Context: an optimization exercise on an open-source flow, tuned for small area, a short achievable clock period and few clock cycles per item. The choices shown serve that exercise and are no tape-out recipe.
RTL that was checked went through simulation tests only; none was proved equivalent to the original.

## before
==> module erf_crc0, before the edit <==
module erf_crc0 (
    input  wire        clk,
    input  wire        rst,
    input  wire        in_valid,
    output reg         in_ready,
    input  wire [1:0]  in_op,
    input  wire [15:0] in_data,
    output reg         out_valid,
    input  wire        out_ready,
    output reg  [15:0] out_crc
);
    localparam [1:0] OP_BUILD  = 2'd0;
    localparam [1:0] OP_SEED   = 2'd1;
    localparam [1:0] OP_BYTE   = 2'd2;
    localparam [1:0] OP_FINISH = 2'd3;
    function [7:1] quot_inv;
        input [15:9] p;
        reg   [7:0]  h;
        integer      d, k;
        begin
            h = 8'h01;
            for (d = 1; d < 8; d = d + 1) begin
                h[d] = 1'b0;
                for (k = 1; k <= d; k = k + 1)
                    h[d] = h[d] ^ (p[16-k] & h[d-k]);
            end
            quot_inv = h[7:1];
        end
    endfunction
    function [15:0] table_of;
        input [15:0] poly;
        input [7:1]  hq;
        input [7:0]  x;
        reg   [7:0]  h;
        reg   [7:0]  q;      
        reg   [15:0] r;
        integer      i, m;
        begin
            h = {hq, 1'b1};
            for (i = 0; i < 8; i = i + 1) begin
                q[7-i] = 1'b0;
                for (m = 0; m <= i; m = m + 1)
                    q[7-i] = q[7-i] ^ (h[i-m] & x[7-m]);
            end
            r = 16'h0000;
            for (i = 0; i < 8; i = i + 1)
                r = r ^ ({16{q[7-i]}} & (poly << (7 - i)));
            table_of = r;
        end
    endfunction
    reg [15:0] poly;
    reg [7:1]  hq;
    reg [15:0] seed;
    reg [15:0] crc_run;
    reg        s_valid;
    reg [1:0]  s_op;
    reg [7:0]  s_x;
    reg        pending;
    wire accept   = in_valid && in_ready;
    wire out_free = !out_valid || out_ready;
    wire fin      = s_valid && s_op == OP_FINISH;
    wire to_out   = pending ? out_ready : (fin && out_free);
    wire restart  = to_out || (s_valid && !s_op[1]);    
    wire step     = s_valid && s_op == OP_BYTE;
    wire [15:0] tx = table_of(poly, hq, s_x);
    reg pending_d, out_valid_d;
    reg [7:0] x_d;
    always @(*) begin
        pending_d = pending ? !out_ready : (fin && !out_free);
        out_valid_d = to_out || (out_valid && !out_ready);
        if (restart)
            x_d = seed[15:8] ^ in_data[7:0];
        else if (step)
            x_d = (crc_run[7:0] ^ in_data[7:0]) ^ tx[15:8];
        else
            x_d = crc_run[15:8] ^ in_data[7:0];
    end
    always @(posedge clk) begin
        if (accept && in_op == OP_BUILD)
            poly <= in_data;
        hq   <= quot_inv(poly[15:9]);
        s_op <= in_op;
        s_x  <= x_d;
        if (to_out)
            out_crc <= crc_run;
    end
    always @(posedge clk) begin
        if (rst) begin
            seed      <= 16'h0000;
            crc_run   <= 16'h0000;
            s_valid   <= 1'b0;
            pending   <= 1'b0;
            out_valid <= 1'b0;
            in_ready  <= 1'b1;
        end else begin
            if (accept && in_op == OP_SEED)
                seed <= in_data;
            s_valid   <= accept;
            pending   <= pending_d;
            out_valid <= out_valid_d;
            in_ready  <= !pending_d &&
                         !(accept && in_op == OP_FINISH && out_valid_d);
            if (restart)
                crc_run <= seed;
            else if (step)
                crc_run <= {crc_run[7:0] ^ tx[15:8], tx[7:0]};
        end
    end
endmodule
Settings: LEC_CHECK=0, CAP_MARGIN=20, CORE_MARGIN=2, CORE_UTILIZATION=40, PLACE_DENSITY=0.6, SLEW_MARGIN=20, SYNTH_MEMORY_MAX_BITS=8192; clock period 8.0 ns.
standard.sh (not shown) runs the stock make flow with config.mk's settings and CLKGATE_MAP_FILE= SYNTH_SCRIPT=/design/flow/synth_recipe.tcl, a recipe that flattens the netlist after the stock synthesis.
==> flow/flow/run.sh <==
#!/bin/bash
# The standard layout (the standard.sh, unchanged synthesis) with three
# changes to how ORFS builds it:
#   - port buffers use buf_1 instead of the default clkdlybuf4s50_1
#   - clock tree synthesis without dummy loads, with clkbuf_4/clkbuf_8
#     and clusters of up to 30 sinks
set -euo pipefail
export SETUP_SLACK_MARGIN=5
export BUFFER_PORTS_ARGS="-buffer_cell sky130_fd_sc_hd__buf_1"
export CTS_ARGS="-sink_clustering_enable -repair_clock_nets -dont_use_dummy_load -buf_list {sky130_fd_sc_hd__clkbuf_4 sky130_fd_sc_hd__clkbuf_8} -sink_clustering_size 30"
bash standard.sh > standard.log 2>&1
Inputs modified between before and after:
-- flow/design.v --
<<< before, line 30
    function [15:0] table_of;
        input [15:0] poly;
        input [7:1]  hq;
        input [7:0]  x;
        reg   [7:0]  h;
        reg   [7:0]  q;      
        reg   [15:0] r;
        integer      i, m;
        begin
            h = {hq, 1'b1};
            for (i = 0; i < 8; i = i + 1) begin
                q[7-i] = 1'b0;
>>> after, line 30
    function [15:0] table_of;
        input [15:0] poly;
        input [7:0]  h;
        input [7:0]  x;
        reg   [7:0]  q;      
        reg   [15:0] r;
        integer      i, m;
        begin
            for (i = 0; i < 8; i = i + 1) begin
                q[7-i] = 1'b0;
<<< before, line 58
    reg        pending;
    wire accept   = in_valid && in_ready;
    wire out_free = !out_valid || out_ready;
    wire fin      = s_valid && s_op == OP_FINISH;
    wire to_out   = pending ? out_ready : (fin && out_free);
    wire restart  = to_out || (s_valid && !s_op[1]);    
    wire step     = s_valid && s_op == OP_BYTE;
    wire [15:0] tx = table_of(poly, hq, s_x);
    reg pending_d, out_valid_d;
    reg [7:0] x_d;
    always @(*) begin
        pending_d = pending ? !out_ready : (fin && !out_free);
        out_valid_d = to_out || (out_valid && !out_ready);
        if (restart)
            x_d = seed[15:8] ^ in_data[7:0];
        else if (step)
            x_d = (crc_run[7:0] ^ in_data[7:0]) ^ tx[15:8];
        else
            x_d = crc_run[15:8] ^ in_data[7:0];
    end
    always @(posedge clk) begin
>>> after, line 56
    reg        pending;
    wire accept   = in_valid && in_ready;
    wire fin_exec = (pending || (s_valid && s_op == OP_FINISH)) && !out_valid;
    wire restart  = fin_exec || (s_valid && !s_op[1]);    
    wire step     = s_valid && s_op == OP_BYTE;
    wire [15:0] tx = table_of(poly, {hq, 1'b1} & {8{step}}, s_x);
    reg [15:0] run_base;
    always @(*) begin
        if (step)
            run_base = {crc_run[7:0], 8'h00};
        else if (restart)
            run_base = seed;
        else
            run_base = crc_run;
    end
    wire [15:0] run_d = run_base ^ tx;
    reg pending_d, out_valid_d;
    always @(*) begin
        pending_d = (pending || (s_valid && s_op == OP_FINISH)) && out_valid;
        out_valid_d = fin_exec || (out_valid && !out_ready);
    end
    always @(posedge clk) begin
<<< before, line 81
        hq   <= quot_inv(poly[15:9]);
        s_op <= in_op;
        s_x  <= x_d;
        if (to_out)
            out_crc <= crc_run;
    end
>>> after, line 80
        hq   <= quot_inv(poly[15:9]);
        s_op <= in_op;
        s_x  <= (run_base[15:8] ^ in_data[7:0]) ^ tx[15:8];
        if (fin_exec)
            out_crc <= crc_run;
    end
<<< before, line 101
            in_ready  <= !pending_d &&
                         !(accept && in_op == OP_FINISH && out_valid_d);
            if (restart)
                crc_run <= seed;
            else if (step)
                crc_run <= {crc_run[7:0] ^ tx[15:8], tx[7:0]};
        end
    end
>>> after, line 100
            in_ready  <= !pending_d &&
                         !(accept && in_op == OP_FINISH && out_valid_d);
            crc_run   <= run_d;
        end
    end
### Flow results
Delta (after minus before): area of all placed cells without fillers shows an increase of 3.2%, layout buffer count excluding clock buffers shows a reduction of about 17%. Looking at critical path's slowest cell, the sky130_fd_sc_hd__xor3_1 result is from after; the sky130_fd_sc_hd__a211oi_2 one comes from before. [compare] base=before new=after: setup slack saw an increase; length of routed met3 wiring dropped 13%; total cell area at the placement stage saw an increase; global-route wire length before repair now larger.
Testbench counts of after, summed over its fixed seeds: cycles 20,151, bytes 18,751.
For before, only the layout was checked, not whether the RTL still works.

* * *

The RTL this note starts from:
==> flow/design.v <==
module erf_crc0 (
    input  wire        clk,
    input  wire        rst,
    input  wire        in_valid,
    output reg         in_ready,
    input  wire [1:0]  in_op,
    input  wire [15:0] in_data,
    output reg         out_valid,
    input  wire        out_ready,
    output reg  [15:0] out_crc
);
    localparam [1:0] OP_BUILD  = 2'd0;
    localparam [1:0] OP_SEED   = 2'd1;
    localparam [1:0] OP_BYTE   = 2'd2;
    localparam [1:0] OP_FINISH = 2'd3;
    function [7:1] quot_inv;
        input [15:9] p;
        reg   [7:0]  a, f, g, r;
        integer      i, j;
        begin
            a = {p[9], p[10], p[11], p[12], p[13], p[14], p[15], 1'b1};   
            f = {1'b0, p[13], 1'b0, p[14], 1'b0, p[15], 1'b0, 1'b1};     
            g = {3'b000, p[15], 4'b0001};                                
            r = 8'h00;
            for (i = 0; i < 8; i = i + 1)
                for (j = 0; j <= i; j = j + 1)
                    r[i] = r[i] ^ (a[j] & f[i-j]);
            a = r;
            r = 8'h00;
            for (i = 0; i < 8; i = i + 1)
                for (j = 0; j <= i; j = j + 1)
                    r[i] = r[i] ^ (a[j] & g[i-j]);
            quot_inv = r[7:1];
        end
    endfunction
    function [15:0] table_of;
        input [15:0] poly;
        input [7:0]  h;
        input [7:0]  x;
        reg   [7:0]  q;      
        reg   [15:0] r;
        integer      i, m;
        begin
            for (i = 0; i < 8; i = i + 1) begin
                q[7-i] = 1'b0;
                for (m = 0; m <= i; m = m + 1)
                    q[7-i] = q[7-i] ^ (h[i-m] & x[7-m]);
            end
            r = 16'h0000;
            for (i = 0; i < 8; i = i + 1)
                r = r ^ ({16{q[7-i]}} & (poly << (7 - i)));
            table_of = r;
        end
    endfunction
    reg [15:0] poly;
    reg [7:1]  hq;
    reg [15:0] seed;
    reg [7:0]  s_x;
    reg [7:0]  crc_lo;
    reg        run_z;
    wire [7:0]  run_hi  = run_z ? 8'h00 : s_x;
    wire [15:0] crc_run = {run_hi, crc_lo};
    reg        s_byte;      
    reg        s_restart;   
    reg        s_fin;       
    wire accept   = in_valid && in_ready;
    wire fin_exec = s_fin && !out_valid;
    wire restart  = fin_exec || s_restart;
    wire [15:0] tx = table_of(poly, {hq, 1'b1} & {8{s_byte}}, s_x);
    reg [15:0] run_base;
    always @(*) begin
        if (s_byte)
            run_base = {crc_run[7:0], 8'h00};
        else if (restart)
            run_base = seed;
        else
            run_base = crc_run;
    end
    wire s_fin_d     = (accept && in_op == OP_FINISH) || (s_fin && out_valid);
    wire out_valid_d = fin_exec || (out_valid && !out_ready);
    always @(posedge clk) begin
        if (accept && in_op == OP_BUILD)
            poly <= in_data;
        hq <= quot_inv(poly[15:9]);
        s_x <= (run_base[15:8] ^ (in_data[7:0] & {8{accept && in_op == OP_BYTE}})) ^ tx[15:8];
        if (fin_exec)
            out_crc <= crc_run;
    end
    always @(posedge clk) begin
        if (rst) begin
            seed      <= 16'h0000;
            crc_lo    <= 8'h00;
            run_z     <= 1'b1;
            s_byte    <= 1'b0;
            s_restart <= 1'b0;
            s_fin     <= 1'b0;
            out_valid <= 1'b0;
            in_ready  <= 1'b1;
        end else begin
            if (accept && in_op == OP_SEED)
                seed <= in_data;
            crc_lo    <= run_base[7:0] ^ tx[7:0];
            if (s_byte || restart)
                run_z <= 1'b0;
            s_byte    <= accept && in_op == OP_BYTE;
            s_restart <= accept && !in_op[1];
            s_fin     <= s_fin_d;
            out_valid <= out_valid_d;
            in_ready  <= !(s_fin_d && out_valid_d);
        end
    end
endmodule
clock: 8.0 ns
lec_check: 0
cap_margin: 20
core_margin: 2
core_utilization: 40
place_density: 0.6
slew_margin: 20
synth_memory_max_bits: 8192
==> flow/flow/run.sh <==
#!/bin/bash
# The standard layout (the standard.sh, unchanged synthesis) with three
# changes to how ORFS builds it:
#   - port buffers use buf_1 instead of the default clkdlybuf4s50_1
#   - clock tree synthesis without dummy loads, with clkbuf_4/clkbuf_8
#     and clusters of up to 30 sinks
set -euo pipefail
export SETUP_SLACK_MARGIN=5.4
export BUFFER_PORTS_ARGS="-buffer_cell sky130_fd_sc_hd__buf_1"
export CTS_ARGS="-sink_clustering_enable -repair_clock_nets -dont_use_dummy_load -buf_list {sky130_fd_sc_hd__clkbuf_4 sky130_fd_sc_hd__clkbuf_8} -sink_clustering_size 30"
bash standard.sh > standard.log 2>&1
Change:
--- a/flow/design.v
+++ b/flow/design.v
@@ -58,6 +58,7 @@
     reg [7:0]  s_x;
     reg [7:0]  crc_lo;
+    reg [7:0]  s_b;
     reg        run_z;
-    wire [7:0]  run_hi  = run_z ? 8'h00 : s_x;
+    wire [7:0]  run_hi  = run_z ? 8'h00 : (s_x ^ s_b);
     wire [15:0] crc_run = {run_hi, crc_lo};
     reg        s_byte;      
@@ -83,5 +84,6 @@
             poly <= in_data;
         hq <= quot_inv(poly[15:9]);
-        s_x <= (run_base[15:8] ^ (in_data[7:0] & {8{accept && in_op == OP_BYTE}})) ^ tx[15:8];
+        s_x <= (run_base[15:8] ^ in_data[7:0]) ^ tx[15:8];
+        s_b <= in_data[7:0];
         if (fin_exec)
             out_crc <= crc_run;
What happened:
- cell count rose by 1.3%
- fmax goes up by 11%
- cell area drops by 1.6%
- register-to-register slack gains 70 ps
- clock-buffer cell count does not change
- first-iteration DRC count goes up by 16%
- via count is lower by 5.4%
- sequential share of layout area came out higher by 3.5 points
- synthesized cell count climbs by 3.0%
- die area rose by 1.4%
- synthesized area rose by 1.4%
Testbench counts after the change, summed over its fixed seeds: cycles 20,140, bytes 18,751.
No functional check of the RTL was part of the first run of this note.

* * *

RTL: the design.v shown in full above, as it stands there.
Settings: LEC_CHECK=0, CAP_MARGIN=20, CORE_MARGIN=2, CORE_UTILIZATION=40, PLACE_DENSITY=0.6, SLEW_MARGIN=20, SYNTH_MEMORY_MAX_BITS=8192; clock period 8.0 ns.
==> flow/flow/run.sh <==
#!/bin/bash
# The standard layout (the standard.sh, unchanged synthesis) with three
# changes to how ORFS builds it:
#   - port buffers use buf_1 instead of the default clkdlybuf4s50_1
#   - clock tree synthesis without dummy loads, with clkbuf_4/clkbuf_8
#     and clusters of up to 30 sinks
set -euo pipefail
export SETUP_SLACK_MARGIN=5.5
export BUFFER_PORTS_ARGS="-buffer_cell sky130_fd_sc_hd__buf_1"
export CTS_ARGS="-sink_clustering_enable -repair_clock_nets -dont_use_dummy_load -buf_list {sky130_fd_sc_hd__clkbuf_4 sky130_fd_sc_hd__clkbuf_8} -sink_clustering_size 30"
bash standard.sh > standard.log 2>&1
==> next run, changes <==
--- a/flow/design.v
+++ b/flow/design.v
@@ -15,22 +15,16 @@
     localparam [1:0] OP_FINISH = 2'd3;
     function [7:1] quot_inv;
         input [15:9] p;
-        reg   [7:0]  a, f, g, r;
-        integer      i, j;
+        reg   [7:0]  h;
+        integer      d, k;
         begin
-            a = {p[9], p[10], p[11], p[12], p[13], p[14], p[15], 1'b1};   
-            f = {1'b0, p[13], 1'b0, p[14], 1'b0, p[15], 1'b0, 1'b1};     
-            g = {3'b000, p[15], 4'b0001};                                
-            r = 8'h00;
-            for (i = 0; i < 8; i = i + 1)
-                for (j = 0; j <= i; j = j + 1)
-                    r[i] = r[i] ^ (a[j] & f[i-j]);
-            a = r;
-            r = 8'h00;
-            for (i = 0; i < 8; i = i + 1)
-                for (j = 0; j <= i; j = j + 1)
-                    r[i] = r[i] ^ (a[j] & g[i-j]);
-            quot_inv = r[7:1];
+            h = 8'h01;
+            for (d = 1; d < 8; d = d + 1) begin
+                h[d] = 1'b0;
+                for (k = 1; k <= d; k = k + 1)
+                    h[d] = h[d] ^ (p[16-k] & h[d-k]);
+            end
+            quot_inv = h[7:1];
         end
     endfunction
     function [15:0] table_of;
@@ -55,14 +49,11 @@
     reg [15:0] poly;
     reg [7:1]  hq;
     reg [15:0] seed;
-    reg [7:0]  s_x;
-    reg [7:0]  crc_lo;
-    reg        run_z;
-    wire [7:0]  run_hi  = run_z ? 8'h00 : s_x;
-    wire [15:0] crc_run = {run_hi, crc_lo};
+    reg [15:0] crc_run;
     reg        s_byte;      
     reg        s_restart;   
     reg        s_fin;       
+    reg [7:0]  s_x;
     wire accept   = in_valid && in_ready;
     wire fin_exec = s_fin && !out_valid;
     wire restart  = fin_exec || s_restart;
@@ -82,15 +73,14 @@
         if (accept && in_op == OP_BUILD)
             poly <= in_data;
         hq <= quot_inv(poly[15:9]);
-        s_x <= (run_base[15:8] ^ (in_data[7:0] & {8{accept && in_op == OP_BYTE}})) ^ tx[15:8];
+        s_x <= (run_base[15:8] ^ in_data[7:0]) ^ tx[15:8];
         if (fin_exec)
             out_crc <= crc_run;
     end
     always @(posedge clk) begin
         if (rst) begin
             seed      <= 16'h0000;
-            crc_lo    <= 8'h00;
-            run_z     <= 1'b1;
+            crc_run   <= 16'h0000;
             s_byte    <= 1'b0;
             s_restart <= 1'b0;
             s_fin     <= 1'b0;
@@ -99,9 +89,7 @@
         end else begin
             if (accept && in_op == OP_SEED)
                 seed <= in_data;
-            crc_lo    <= run_base[7:0] ^ tx[7:0];
-            if (s_byte || restart)
-                run_z <= 1'b0;
+            crc_run   <= run_base ^ tx;
             s_byte    <= accept && in_op == OP_BYTE;
             s_restart <= accept && !in_op[1];
             s_fin     <= s_fin_d;
After rerunning:
- The changed run produced a clean layout
- routed wire length grows by 5.0%
- sequential share of layout area grows by 1.0 points
- global-route usage shrinks by 0.13 points
- cell count grows by 10%
- setup slack is better by 0.34 ns
- non-clock buffer count grows by 10
- synthesized area grows by 5.0%
- critical path depth shrinks by 7
- via count grows by about 6%
- clock-buffer cell count is unchanged
- first-iteration DRC count shrinks by 15%
No functional check of the RTL was part of any run of this note.

[port drivers added, routing unchanged]
In the flow no input, the clock included, has a driving cell. The finished layouts below were timed again as built, in two steps. Step 1: set_driving_cell puts a clkbuf_16 on clk and a buf_2 on each other input, an assumption about the parent block. Step 2 times the ports against the registers' clock, not the clock port: input delays grow and output delays shrink by t, the midpoint of the rising clock arrivals with the driver on. a / b / c = ideal / step 1 / step 2; a / b = the first two.
| run | shift t [ns] | slack for setup (ns) | worst register clock-pin slew, ns |
|---|---|---|---|
| before | 0.376 | 5.040 / 5.050 / 4.674 | 0.08 / 0.08 |
| after | 0.387 | 5.188 / 5.188 / 5.095 | 0.09 / 0.09 |
| the first run of note 2 | 0.379 | 5.175 / 5.172 / 4.793 | 0.08 / 0.08 |
| the second run of note 2 | 0.373 | 5.461 / 5.428 / 5.213 | 0.09 / 0.09 |
| the first run of note 3 | 0.381 | 5.185 / 5.173 / 4.792 | 0.08 / 0.08 |
| the second run of note 3 | 0.383 | 5.522 / 5.491 / 5.234 | 0.09 / 0.09 |
After both steps every run listed still meets setup and hold. For the first run of note 3, which loses most, drivers alone change the setup slack by -0.012 ns; drivers and shift together by -0.393 ns.
